From an optimization exercise on the open Yosys and OpenROAD flow, aimed at small area; shortcuts taken in it are not production practice. No activity file was given, so power comes from the tool's default toggle rates.

==> 06-11 <==
==> flow/design.v <==
module mhu (
    input  wire        clk,
    input  wire        rst,               
    input  wire        cfg_we,
    input  wire [15:0] cfg_wdata,
    output wire [15:0] cfg_rdata,
    input  wire        in_valid,
    input  wire [7:0]  in_data,
    input  wire        in_last,
    output wire        in_ready,
    output wire        hdr_valid,
    output wire [2:0]  hdr_type,
    output wire [12:0] hdr_length,
    output wire        hdr_is_data,
    output wire        aux_valid,
    output wire        aux_is_seq,
    output wire [15:0] aux_value,
    output wire        aux_known,
    output wire        sse_strobe,
    output wire        body_valid,
    output wire [7:0]  body_data,
    output wire        smp_valid,
    output wire [31:0] smp_data,
    output wire        done_valid,
    output wire [1:0]  done_status,
    output wire        done_is_data,
    output wire [2:0]  done_type,
    output wire [12:0] done_length,
    output wire [15:0] done_item,
    output wire [15:0] done_seq,
    output wire        done_seq_present,
    output wire        done_sse
);
    reg [15:0] cfg_bitwidth;    
    reg [7:0]  hlo, hhi;        
    reg [7:0]  alo, ahi;        
    reg [7:0]  acc0, acc1, acc2;  
    reg [2:0]  st;
    reg        lg;              
    reg [1:0]  gm;              
    assign cfg_rdata = cfg_bitwidth;
    assign in_ready  = 1'b1;
    wire beat = in_valid & ~rst;
    wire p0   = (st == 3'd0);
    wire p1   = (st == 3'd1);
    wire p2   = (st == 3'd2);
    wire p3   = (st == 3'd3);
    wire pb   = st[2];
    wire [1:0] gidx = st[1:0];
    wire [1:0] gnext = gidx + 2'd1;
    wire full = (gnext == gm);
    wire cfg_legal = (cfg_bitwidth[15:6] == 10'd0) && (cfg_bitwidth[2:0] == 3'd0) &&
                     (cfg_bitwidth[5] ? (cfg_bitwidth[4:3] == 2'd0) : (cfg_bitwidth[4:3] != 2'd0));
    always @(posedge clk) begin
        if (rst)
            cfg_bitwidth <= 16'd0;
        else if (cfg_we)
            cfg_bitwidth <= cfg_wdata;
        if (rst)
            st <= 3'd0;
        else if (in_valid) begin
            if (in_last)
                st <= 3'd0;
            else if (!pb)
                st <= st + 3'd1;
            else
                st <= {1'b1, full ? 2'd0 : gnext};
        end
        if (in_valid) begin
            if (p0) begin
                hlo <= in_data;
                lg  <= cfg_legal;
                gm  <= cfg_bitwidth[4:3];
            end
            if (p1) hhi <= in_data;
            if (p2) alo <= in_data;
            if (p3) ahi <= in_data;
            if (gidx == 2'd0) acc0 <= in_data;
            if (gidx == 2'd1) acc1 <= in_data;
            if (gidx == 2'd2) acc2 <= in_data;
        end
    end
    wire cls   = p1 ? in_data[7] : hhi[7];           
    wire [7:0] vhi = p3 ? in_data : ahi;             
    wire lo_known = (alo == 8'h00) || (alo == 8'h18) || (alo == 8'h20) ||
                    (alo == 8'h44) || (alo == 8'h8A) || (alo == 8'hB8);
    wire known = lo_known && (vhi == 8'd0);
    wire px    = p3 | pb;                            
    assign hdr_valid   = beat & p1;
    assign hdr_type    = in_data[7:5];
    assign hdr_length  = {in_data[4:0], hlo};
    assign hdr_is_data = in_data[7];
    assign aux_valid   = beat & p3;
    assign aux_is_seq  = hhi[7];
    assign aux_value   = {in_data, alo};
    assign aux_known   = hhi[7] | known;
    assign sse_strobe  = beat & p1 & in_data[7] & ~lg;
    assign body_valid  = beat & pb & (hhi[7] | known);
    assign body_data   = in_data;
    assign smp_valid   = beat & pb & hhi[7] & lg & full;
    assign smp_data[7:0]   = (gidx == 2'd0) ? in_data : acc0;
    assign smp_data[15:8]  = (gidx == 2'd1) ? in_data : (gidx[1] ? acc1 : 8'd0);
    assign smp_data[23:16] = (gidx == 2'd2) ? in_data : ((gidx == 2'd3) ? acc2 : 8'd0);
    assign smp_data[31:24] = (gidx == 2'd3) ? in_data : 8'd0;
    wire isctl_ok = ~cls & px & known;
    wire ok       = ~p0 & (cls | (px & known));
    wire [7:0] hcur = p1 ? in_data : hhi;
    assign done_valid       = beat & in_last;
    assign done_status[0]   = p0 | (~cls & (p1 | p2));
    assign done_status[1]   = ~p0 & ~cls & px & ~known;
    assign done_is_data     = ~p0 & cls;
    assign done_type        = ok ? hcur[7:5] : 3'd0;
    assign done_length      = ok ? {hcur[4:0], hlo} : 13'd0;
    assign done_item        = isctl_ok ? {vhi, alo} : 16'd0;
    assign done_seq         = (cls & px) ? {vhi, alo} : 16'd0;
    assign done_seq_present = cls & px;
    assign done_sse         = ~p0 & cls & ~lg;
endmodule
==> flow/flow/run.sh <==
#!/bin/bash
# Layout flow: the standard synthesis re-run with an area-oriented ABC mapping
# (same registers, checked against the standard synthesis), every port buffered
# by buf_1, ABC buffers removed, and a clock tree without dummy loads.
set -euo pipefail
W=$PWD
R=$W/orfs/results/$FLOW_PLATFORM/mhu/base
RA=$W/orfs_alt/results/$FLOW_PLATFORM/mhu/base
export BUFFER_PORTS_ARGS="-buffer_cell sky130_fd_sc_hd__buf_1"
export REMOVE_ABC_BUFFERS=1
export CTS_ARGS="-sink_clustering_enable -repair_clock_nets -dont_use_dummy_load -sink_clustering_size 20 -sink_clustering_max_diameter 60 -buf_list {sky130_fd_sc_hd__clkbuf_4 sky130_fd_sc_hd__clkbuf_8}"

# 1. the standard synthesis
bash standard.sh synth > synth_standard.log 2>&1
cp $R/1_2_yosys.v synth_standard.v

# 2. the same synthesis script with another ABC mapping script
sed 's|log_cmd abc {\*}$abc_args|log_cmd abc -script '"$W"'/flow/abc_amap.script {*}[lrange $abc_args 2 end]|' \
    $FLOW_HOME/scripts/synth.tcl > alt_synth_core.tcl
sed "s|source \$::env(SCRIPTS_DIR)/synth.tcl|source $W/alt_synth_core.tcl|" synth_recipe.tcl > alt_synth.tcl
cmd=$(grep '^make ' standard.sh | sed -e "s|WORK_HOME=[^ ]*|WORK_HOME=$W/orfs_alt|" \
      -e "s|SYNTH_SCRIPT=[^ ]*|SYNTH_SCRIPT=$W/alt_synth.tcl|" -e 's|"\${@:-finish}"|synth|')
if grep -q abc_amap alt_synth_core.tcl && grep -q alt_synth_core alt_synth.tcl \
   && eval "$cmd" > synth_alt.log 2>&1 \
   && python3 flow/regs.py synth_standard.v $RA/1_2_yosys.v > regs_check.log 2>&1; then
  cp $RA/1_2_yosys.v $R/1_2_yosys.v
  touch $R/1_2_yosys.v
  echo "using the area-mapped netlist" >> regs_check.log
fi

# 3. the rest of the standard layout
bash standard.sh > layout.log 2>&1
==> flow/flow/abc_amap.script <==
strash
dch -f
amap
==> flow/flow/regs.py <==
# Compare the registers (instance name and cell type, drive strength aside) of two netlists.
import re, sys
def regs(path):
    out = set()
    for m in re.finditer(r'^\s*(sky130_fd_sc_hd__(\w+?))_\d+\s+(\S+)\s*\(', open(path).read(), re.M):
        if re.match(r'(e?df|sdf|dl)', m.group(2)):
            out.add((m.group(2), m.group(3)))
    return out
a, b = regs(sys.argv[1]), regs(sys.argv[2])
print(f"{len(a)} registers in the standard netlist, {len(b)} in the other; equal: {a == b}")
sys.exit(0 if a == b and a else 1)
==> flow/standard.sh <==
#!/bin/bash
# synth_recipe.tcl (not shown) runs the flow's synth.tcl, then flattens the netlist and writes it again
# the make line also repeats each setting of config.mk as NAME=value (left out here)
make -C /OpenROAD-flow-scripts/flow DESIGN_CONFIG=/design/flow/config.mk WORK_HOME=/design/flow/orfs CLKGATE_MAP_FILE= SYNTH_SCRIPT=/design/flow/synth_recipe.tcl "${@:-finish}"
==> flow/config.mk <==
export PLATFORM = sky130hd
export DESIGN_NAME = mhu
export DESIGN_NICKNAME = mhu
export VERILOG_FILES = /design/flow/design.v
export SDC_FILE = /design/flow/constraint.sdc
export NUM_CORES = 4
export LEC_CHECK = 0
export CAP_MARGIN = 20
export CORE_MARGIN = 2
export CORE_UTILIZATION = 55
export SLEW_MARGIN = 20
==> flow/constraint.sdc <==
create_clock -name core_clock -period 6.0 [get_ports {clk}]
set_input_delay 1.2000 -clock core_clock [delete_from_list [all_inputs] [get_ports {clk}]]
set_output_delay 1.2000 -clock core_clock [all_outputs]
set_load 0.01 [all_outputs]
==> 11-22: changes against 06-11 <==
==> flow/run.sh (new file) <==
#!/bin/bash
# synth_recipe.tcl (not shown) runs the flow's synth.tcl, then flattens the netlist and writes it again
# the make line also repeats each setting of config.mk as NAME=value (left out here)
make -C /OpenROAD-flow-scripts/flow DESIGN_CONFIG=/design/flow/config.mk WORK_HOME=/design/flow/orfs CLKGATE_MAP_FILE= SYNTH_SCRIPT=/design/flow/synth_recipe.tcl finish
CORE_UTILIZATION = 35   (was 55)
removed: flow/flow/run.sh
removed: flow/flow/abc_amap.script
removed: flow/flow/regs.py
removed: flow/standard.sh
==> comparison table <==
|  | 11-22 | 06-11 |
|---|---|---|
| Area of the core | 11900 µm² | 6420 µm² |
| Proportion of cell area spent on the clock network | 0.0558 | 0.0285 |
| Clk root buf | sky130_fd_sc_hd__clkbuf_16 | sky130_fd_sc_hd__clkbuf_8 |
| Non-clock buffering overhead in the final layout | 0.287 | 0.153 |
| Most common cell after layout, fill and taps aside | sky130_fd_sc_hd__clkdlybuf4s50_1 | sky130_fd_sc_hd__buf_1 |
| Wire length reported by the detailed router | 11.7 mm | 9.85 mm |
| Leakage | 2.22 nW | 1.46 nW |
| Die ar. | 13000 µm² | 7390 µm² |
| Count of inverters other than clock inverters in the layout | 5 | 50 |
| Average cell area after synthesis | 11.2 µm² | 10.2 µm² |
| Comb group | 0.202 mW | 0.142 mW |
| Initial standard-cell utilization of the core | 0.355 | 0.575 |
| Skew final | 0.00467 ns | 0.0189 ns |
| Category of the most critical setup path | input pin to primary output | register to primary output |
| Fraction of final layout cells sized beyond drive strength 1 | 0.143 | 0.0291 |
| Detail Route met3 WL | 791 µm | 788 µm |
| Number of instances in the placed design | 656 | 583 |
| Period Utilization, post-route | 0.823 | 0.893 |
| Run status | finished clean | finished clean |
No run of this note included a check of the RTL's function; only the layout flow was run.

---

==> v34: inputs <==
Starts from the design.v that is shown in full above.
export LEC_CHECK = 0
export ABC_AREA = 1
export CAP_MARGIN = 20
export CORE_MARGIN = 2
export CORE_UTILIZATION = 55
export SLEW_MARGIN = 20
create_clock -name core_clock -period 6.0 [get_ports {clk}]
standard.sh (not shown) runs the stock make flow with config.mk's settings and CLKGATE_MAP_FILE= SYNTH_SCRIPT=/design/flow/synth_recipe.tcl, a recipe that flattens the netlist after the stock synthesis.
==> flow/flow/run.sh <==
#!/bin/bash
# Standard layout, with every port buffered by the smallest buffer (buf_1),
# ABC buffers removed, and a small clock tree without dummy loads.
set -euo pipefail
export BUFFER_PORTS_ARGS="-buffer_cell sky130_fd_sc_hd__buf_1"
export REMOVE_ABC_BUFFERS=1
export CTS_ARGS="-sink_clustering_enable -repair_clock_nets -dont_use_dummy_load -sink_clustering_size 40 -sink_clustering_max_diameter 150 -buf_list sky130_fd_sc_hd__clkbuf_8"
bash standard.sh > standard_flow.log 2>&1
==> v25: changes against v34 <==
==> flow/flow/run.sh (replaced) <==
#!/bin/bash
# Layout flow: the standard synthesis re-run with an area-oriented ABC mapping
# (same registers, checked against the standard synthesis), every port buffered
# by buf_1, ABC buffers removed, and a clock tree without dummy loads.
set -euo pipefail
W=$PWD
R=$W/orfs/results/$FLOW_PLATFORM/mhu/base
RA=$W/orfs_alt/results/$FLOW_PLATFORM/mhu/base
export BUFFER_PORTS_ARGS="-buffer_cell sky130_fd_sc_hd__buf_1"
export REMOVE_ABC_BUFFERS=1
export CTS_ARGS="-sink_clustering_enable -repair_clock_nets -dont_use_dummy_load -sink_clustering_size 40 -sink_clustering_max_diameter 150 -buf_list sky130_fd_sc_hd__clkbuf_8"

# 1. the standard synthesis
bash standard.sh synth > synth_standard.log 2>&1
cp $R/1_2_yosys.v synth_standard.v

# 2. the same synthesis script with another ABC mapping script
sed 's|log_cmd abc {\*}$abc_args|log_cmd abc -script '"$W"'/flow/abc_amap.script {*}[lrange $abc_args 2 end]|' \
    $FLOW_HOME/scripts/synth.tcl > alt_synth_core.tcl
sed "s|source \$::env(SCRIPTS_DIR)/synth.tcl|source $W/alt_synth_core.tcl|" synth_recipe.tcl > alt_synth.tcl
cmd=$(grep '^make ' standard.sh | sed -e "s|WORK_HOME=[^ ]*|WORK_HOME=$W/orfs_alt|" \
      -e "s|SYNTH_SCRIPT=[^ ]*|SYNTH_SCRIPT=$W/alt_synth.tcl|" -e 's|"\${@:-finish}"|synth|')
if grep -q abc_amap alt_synth_core.tcl && grep -q alt_synth_core alt_synth.tcl \
   && eval "$cmd" > synth_alt.log 2>&1 \
   && python3 flow/regs.py synth_standard.v $RA/1_2_yosys.v > regs_check.log 2>&1; then
  cp $RA/1_2_yosys.v $R/1_2_yosys.v
  touch $R/1_2_yosys.v
  echo "using the area-mapped netlist" >> regs_check.log
fi

# 3. the rest of the standard layout
bash standard.sh > layout.log 2>&1
==> flow/flow/abc_amap.script (new file) <==
strash
dch -f
amap
==> flow/flow/regs.py (new file) <==
# Compare the registers (instance name and cell type, drive strength aside) of two netlists.
import re, sys
def regs(path):
    out = set()
    for m in re.finditer(r'^\s*(sky130_fd_sc_hd__(\w+?))_\d+\s+(\S+)\s*\(', open(path).read(), re.M):
        if re.match(r'(e?df|sdf|dl)', m.group(2)):
            out.add((m.group(2), m.group(3)))
    return out
a, b = regs(sys.argv[1]), regs(sys.argv[2])
print(f"{len(a)} registers in the standard netlist, {len(b)} in the other; equal: {a == b}")
sys.exit(0 if a == b and a else 1)
ABC_AREA = default   (was 1)
CORE_UTILIZATION = 35   (was 55)
==> notes.md <==
- Hold WS: around 0.52 ns
- Max Clock Skew: 0.0269 ns
- Clock network area share: 0.0280
- Switching share of power: 0.268
- LEAKAGE: around 0.0015 uW
- Synth Instances: between 300 and 400
- GP Congestion: roughly 0.85
- Clk pwr: just over 300 uW
- Met1 Wirelength: between 4000 and 5000 um
- Area of the multi-input gates: around 1100 um2
- Post-Route WL: between 10000 and 15000 um
- Met1 GRT Util: 0.256
- Critical Path End: done_length[11]
- Multi-input combinational area share: 0.253
- Status: no timing/DRC/antenna violations
- Highest-delay cell along the critical path: dfxtp_1
[end of results for v25]
==> notes.md <==
- Total Power: 1080 uW
- LEAKAGE: 0.00186 uW
- Area of the multi-input gates: 1430 um2
- Most frequent cell after synthesis: nor2_1
- Synth Instances: between 400 and 500
- Clock network area share: 0.0262
- Multi-input combinational area share: 0.301
- Hold WS: slightly below 0.5 ns
- Status: no timing/DRC/antenna violations
- Met1 Wirelength: approximately 4400 um
- Critical Path End: done_length[2]
- CTS tree: done
- Max Clock Skew: between 0.02 and 0.025 ns
- Post-Route WL: roughly 9900 um
- Switching share of power: 0.263
- Layout clock buffers: 9
[end of results for v34]
No run of this note included a check of the RTL's function; only the layout flow was run.

what the ideal ports hide:
The results above use ideal ports. As a check the final layouts listed here were re-extracted and re-timed, cells and wires unchanged. Step 1 sets driving cells, clkbuf_16 on the clock port and buf_2 on the other inputs (assumed; they add their load-dependent delay and slew). Step 2 adds t to the input delays and takes it off the output delays; t is the mean of the earliest and latest rising clock arrival at the registers after step 1. Input paths then give back, and output paths get back, about the clock's delay inside the block. Three values: ideal ports, drivers, drivers and shift; two values: the first two.
run	t, ns	setup WS [ns]	latest minus earliest clock arrival (ns)
06-11	0.369	0.640 / 0.607 / 0.977	0.019 / 0.019
11-22	0.358	1.064 / 1.028 / 1.028	0.005 / 0.005
v34	0.357	1.597 / 1.565 / 1.922	0.023 / 0.023
v25	0.381	0.644 / 0.613 / 0.994	0.029 / 0.028
After both steps every run listed still meets setup and hold. For 11-22, which loses most, drivers alone change the setup slack by -0.036 ns; drivers and shift together by -0.036 ns.
